This design comes from an exercise in tuning for small area, a short achievable clock period and few clock cycles per item on the open sky130 flow, not from production work.
Power figures rest on the tool's default switching activity, not on a simulated workload.

==> inputs of job 7814 <==
// harp_clockdec
module harp_clockdec (
    input  wire        clk,
    input  wire        rst,               
    input  wire [23:0] cfg_sample_rate,   
    input  wire [15:0] cfg_baud,          
    input  wire        in_valid,
    output wire        in_ready,
    input  wire [31:0] in_time,           
    input  wire        in_state,          
    output reg         out_valid,
    output wire [31:0] out_local,         
    output wire [31:0] out_value,         
    output wire [1:0]  out_status         
);
export LEC_CHECK = 0
export CAP_MARGIN = 20
export CORE_MARGIN = 2
export CORE_UTILIZATION = 40
export SLEW_MARGIN = 20
create_clock -name core_clock -period 10.0 [get_ports {clk}]
run.sh (not shown) runs the stock make flow with config.mk's settings and CLKGATE_MAP_FILE= SYNTH_SCRIPT=/design/flow/synth_recipe.tcl, a recipe that flattens the netlist after the stock synthesis.
==> job 3386 (differences from job 7814) <==
--- a/flow/design.v
+++ b/flow/design.v
@@ -19,86 +19,89 @@
     reg        rdy_pre, rdy_slow, rdy_cls;
     reg        have_prev;
     reg [31:0] prev_time;
     reg        prev_state;
     reg        in_range;
     assign in_ready = rdy_pre && rdy_slow && rdy_cls;
     wire accept = in_valid && in_ready;
     wire [32:0] d_pos = {1'b0, in_time} - {1'b0, prev_time};
-    wire [31:0] d_neg = prev_time - in_time;
     wire        neg   = d_pos[32];
-    wire [31:0] mag   = neg ? d_neg : d_pos[31:0];
-    wire        boundary = !neg && (d_pos[31:0] > {9'd0, sr[23:1]});
+    wire        boundary = !neg && ((|d_pos[31:23]) || (d_pos[22:0] > {1'b0, sr[23:1]}));
     wire        s0_tok = accept && have_prev;
     wire        s0_bnd = s0_tok && boundary;
     wire        s0_cls = s0_bnd && in_range;
-    wire [22:0] m      = mag[22:0];
+    wire [22:0] m      = d_pos[22:0] ^ {23{neg}};
     wire [32:0] m_ext  = {m, 10'd0} >> u;
     wire [22:0] m_hi   = m >> u;
-    wire        s0_ovf = (|mag[31:23]) || (|m_hi);
+    wire        s0_ovf = neg ? ((d_pos[31:23] != 9'h1ff) || (d_pos[22:0] == 23'd0))
+                             : (|m_hi);
     reg        r1_iv, r1_bnd, r1_cls, r1_neg, r1_ovf, r1_lvl;
     reg [22:0] r1_m;
     reg [9:0]  r1_msh;
     wire [21:0] y    = r1_msh * G;
     wire [4:0]  y_ip = y[21:17];
     wire [16:0] y_f  = y[16:0];
     wire        amb  = (y_f >= 17'd59392) && (y_f <= 17'd65536);
     wire [5:0]  k_fast = {1'b0, y_ip} + {5'd0, y_f[16]};
-    wire        s1_slow = r1_iv && (r1_neg ? (!r1_ovf && amb && y_ip == 5'd0)
-                                           : (r1_ovf || amb));
+    wire        s1_slow = r1_iv && (r1_neg ? !r1_ovf : (r1_ovf || amb));
     reg        r2_iv, r2_bnd, r2_cls, r2_neg, r2_ovf, r2_lvl, r2_slow;
     reg [5:0]  r2_k;
     reg [4:0]  r2_ip;
     reg [22:0] r2_m;
-    localparam [2:0] E_IDLE = 3'd0, E_INIT = 3'd1, E_DIV = 3'd2, E_RUN = 3'd3, E_READY = 3'd4;
+    localparam [2:0] E_IDLE = 3'd0, E_INIT = 3'd1, E_DIV = 3'd2, E_RUN = 3'd3, E_READY = 3'd4,
+                     E_EVAL = 3'd5;
     reg [2:0]  e_st;
     reg [26:0] acc;
     reg [5:0]  e_n;          
     reg [5:0]  lo, hi, ej;
     wire       stall = r2_iv && r2_slow && (e_st != E_READY);
     wire       adv   = !stall;
     wire [6:0]  nj    = {ej, 1'b0} - 7'd1;                  
     wire        m_bit = r2_m[e_n[4:0]];
     wire        n_bit = (e_n < 6'd7) ? nj[e_n[2:0]] : 1'b0;
     wire        d_bit = (e_n < 6'd16) ? baud[4'd15 - e_n[3:0]] : 1'b0;
     reg  [26:0] e_a;
     reg         e_b;
     always @(*) begin
         case (e_st)
             E_INIT:  begin e_a = {11'd0, baud};                       e_b = 1'b1;  end
             E_DIV:   begin e_a = {26'd0, d_bit};                      e_b = 1'b1;  end
-            default: begin e_a = m_bit ? {10'd0, baud, 1'b0} : 27'd0; e_b = n_bit; end
+            default: begin
+                e_a = (r2_neg && e_n == 6'd0) ? (m_bit ? {9'd0, baud, 2'b0} : {10'd0, baud, 1'b0})
+                                             : (m_bit ? {10'd0, baud, 1'b0} : 27'd0);
+                e_b = n_bit;
+            end
         endcase
     end
     wire [26:0] acc2  = (e_st == E_INIT) ? 27'd0 : {acc[25:0], 1'b0};
     wire [26:0] e_sum = acc2 + e_a - (e_b ? {3'd0, sr} : 27'd0);
     wire        e_neg = e_sum[26];
     wire        e_big = (e_sum[26:24] != 3'b000) && (e_sum[26:24] != 3'b111);
-    wire        e_zero = (e_sum == 27'd0);
-    wire        e_ge   = (!e_neg && !e_zero) || (e_zero && !ej[0]);
+    wire        a_zero = (acc == 27'd0);
+    wire        e_ge   = (!acc[26] && !a_zero) || (a_zero && !ej[0]);
     wire        e_last = e_big || (e_n == 6'd0);
     wire [5:0]  lo_n   = e_ge ? ej : lo;
     wire [5:0]  hi_n   = e_ge ? hi : ej - 6'd1;
     wire [6:0]  mid_n  = {1'b0, lo_n} + {1'b0, hi_n} + 7'd1;
-    wire [5:0]  istart = (r2_ovf || u >= 5'd23) ? 6'd22 : (u < 5'd7) ? 6'd6 : {1'b0, u} - 6'd1;
-    wire [5:0]  lo_0   = r2_ovf ? 6'd16 : {1'b0, r2_ip};
-    wire [5:0]  hi_0   = r2_ovf ? 6'd39 : {1'b0, r2_ip} + 6'd1;
+    wire [5:0]  istart = (r2_ovf || r2_neg || u >= 5'd23) ? 6'd22 : (u < 5'd7) ? 6'd6 : {1'b0, u} - 6'd1;
+    wire [5:0]  lo_0   = r2_neg ? 6'd0 : r2_ovf ? 6'd16 : {1'b0, r2_ip};
+    wire [5:0]  hi_0   = r2_neg ? 6'd1 : r2_ovf ? 6'd39 : {1'b0, r2_ip} + 6'd1;
     wire [6:0]  mid_0  = {1'b0, lo_0} + {1'b0, hi_0} + 7'd1;
-    wire        e_done_now = (e_st == E_RUN) && e_last && (lo_n == hi_n);
+    wire        e_done_now = (e_st == E_EVAL) && (lo_n == hi_n);
     reg        clr;          
     reg [5:0]  bc_len;       
     reg        bc_fault;
     reg [31:0] bc_val;       
     wire [5:0]  k_w      = r2_slow ? lo : r2_k;
     wire        go2      = r2_iv && adv;
     wire [5:0]  base_len = clr ? 6'd0 : bc_len;
     wire [6:0]  end_len  = {1'b0, base_len} + {1'b0, k_w};
     wire        wr       = go2 && !r2_neg;
-    wire        base_fault_n = (clr ? 1'b0 : bc_fault) || r2_ovf || (k_w != 6'd0);
+    wire        base_fault_n = (clr ? 1'b0 : bc_fault) || (r2_slow ? (k_w != 6'd0) : r2_ovf);
     reg  [31:0] val_next;
     integer n;
     always @(*) begin
         for (n = 0; n < 32; n = n + 1) begin
             if (wr && ({1'b0, base_len} <= (1 + 10 * (n / 8) + (n % 8))) &&
                       (end_len > (1 + 10 * (n / 8) + (n % 8))))
                 val_next[n] = r2_lvl;
             else
@@ -173,23 +176,23 @@
                 end
                 E_IDLE: begin
                     if (r2_iv && r2_slow) begin
                         e_st <= E_RUN;
                         e_n  <= istart;
                     end
                 end
                 E_RUN: begin
-                    if (e_last) begin
-                        e_n <= istart;
-                        if (lo_n == hi_n)
-                            e_st <= E_READY;
-                    end else begin
-                        e_n <= e_n - 6'd1;
-                    end
+                    e_n <= e_n - 6'd1;
+                    if (e_last)
+                        e_st <= E_EVAL;
+                end
+                E_EVAL: begin
+                    e_n  <= istart;
+                    e_st <= (lo_n == hi_n) ? E_READY : E_RUN;
                 end
                 E_READY: begin
                     if (adv)
                         e_st <= E_IDLE;
                 end
                 default: e_st <= E_IDLE;
             endcase
         end
@@ -222,25 +225,22 @@
             E_INIT: acc <= e_neg ? {11'd0, baud} : 27'd0;
             E_DIV:  acc <= e_neg ? {acc[25:0], d_bit} : e_sum;
             E_IDLE: begin
                 acc <= 27'd0;
                 lo  <= lo_0;
                 hi  <= hi_0;
                 ej  <= mid_0[6:1];
             end
-            E_RUN: begin
-                if (e_last) begin
-                    acc <= 27'd0;
-                    lo  <= lo_n;
-                    hi  <= hi_n;
-                    ej  <= mid_n[6:1];
-                end else begin
-                    acc <= e_sum;
-                end
+            E_RUN: acc <= e_sum;
+            E_EVAL: begin
+                acc <= 27'd0;
+                lo  <= lo_n;
+                hi  <= hi_n;
+                ej  <= mid_n[6:1];
             end
             default: ;
         endcase
         if (go2 && r2_neg)
             bc_fault <= base_fault_n;
         else
             bc_fault <= clr ? 1'b0 : bc_fault;
         bc_val <= val_next;
==> flow/config.mk (replaced) <==
export PLATFORM = sky130hd
export DESIGN_NAME = harp_clockdec
export DESIGN_NICKNAME = harp_clockdec
export VERILOG_FILES = /design/flow/design.v
export SDC_FILE = /design/flow/constraint.sdc
export NUM_CORES = 4
export LEC_CHECK = 0
export ABC_CLOCK_PERIOD_IN_PS = 5000
export CAP_MARGIN = 20
export CORE_MARGIN = 2
export CORE_UTILIZATION = 40
export SETUP_SLACK_MARGIN = 4.5
export SLEW_MARGIN = 20
==> results.txt <==
| quantity | job 3386 | job 7814 |
|---|---|---|
| Result of the run | timing/DRC/antenna clean | timing/DRC/antenna clean |
| Tap Count | 782 | 846 |
| Layout filler cell count | 5357 | 5989 |
| Unrepaired setup endpoints after global routing | true | false |
| Global-route wire length before repair | 115000 µm | 115000 µm |
| Required @ worst endpoint | 10.32 ns | 10.42 ns |
| Post-synthesis share of cell area spent on xor and xnor gates | 0.0528 | 0.0288 |
| Number of clock buffers inserted by TritonCTS | 38 | 37 |
| Slowest Stage Delay on Critical Path | 0.51 ns | 0.57 ns |
| Critical Path Start | e_n[0] | cfg_baud[0] |
| Routability congestion estimate from global placement | 0.922 | 0.926 |
| Clock group total power | 0.00137 W | 0.00139 W |
| Final wirelength | 74100 µm | 72300 µm |
No run of this note included a check of the RTL's function; only the layout flow was run.

separate check: timing with driven ports:
Ports are ideal in the flow. The routed layouts listed here were re-timed in OpenROAD. Step 1: set_driving_cell puts a clkbuf_16 on clk and a buf_2 on each other input, an assumption about the parent block. Step 2 also shifts input and output timing later by t, the mid clock arrival at the registers, as if the neighbouring blocks saw the same clock. Slacks: ideal ports / drivers / drivers and shift; pairs: ideal ports / drivers.
| run | shift t [ns] | setup slack, ns | hold WS [ns] | latest minus earliest clock arrival (ns) | worst slew at a driven data input, ns |
|---|---|---|---|---|---|
| job 7814 | 0.617 | 1.064 / 1.100 / 0.483 | 0.408 / 0.408 / 0.408 | 0.024 / 0.024 | 0.06 |
| job 3386 | 0.609 | 4.046 / 4.046 / 3.471 | 0.399 / 0.399 / 0.399 | 0.050 / 0.051 | 0.06 |
After both steps every run listed still meets setup and hold. For job 7814, which loses most, drivers alone change the setup slack by +0.036 ns; drivers and shift together by -0.581 ns.
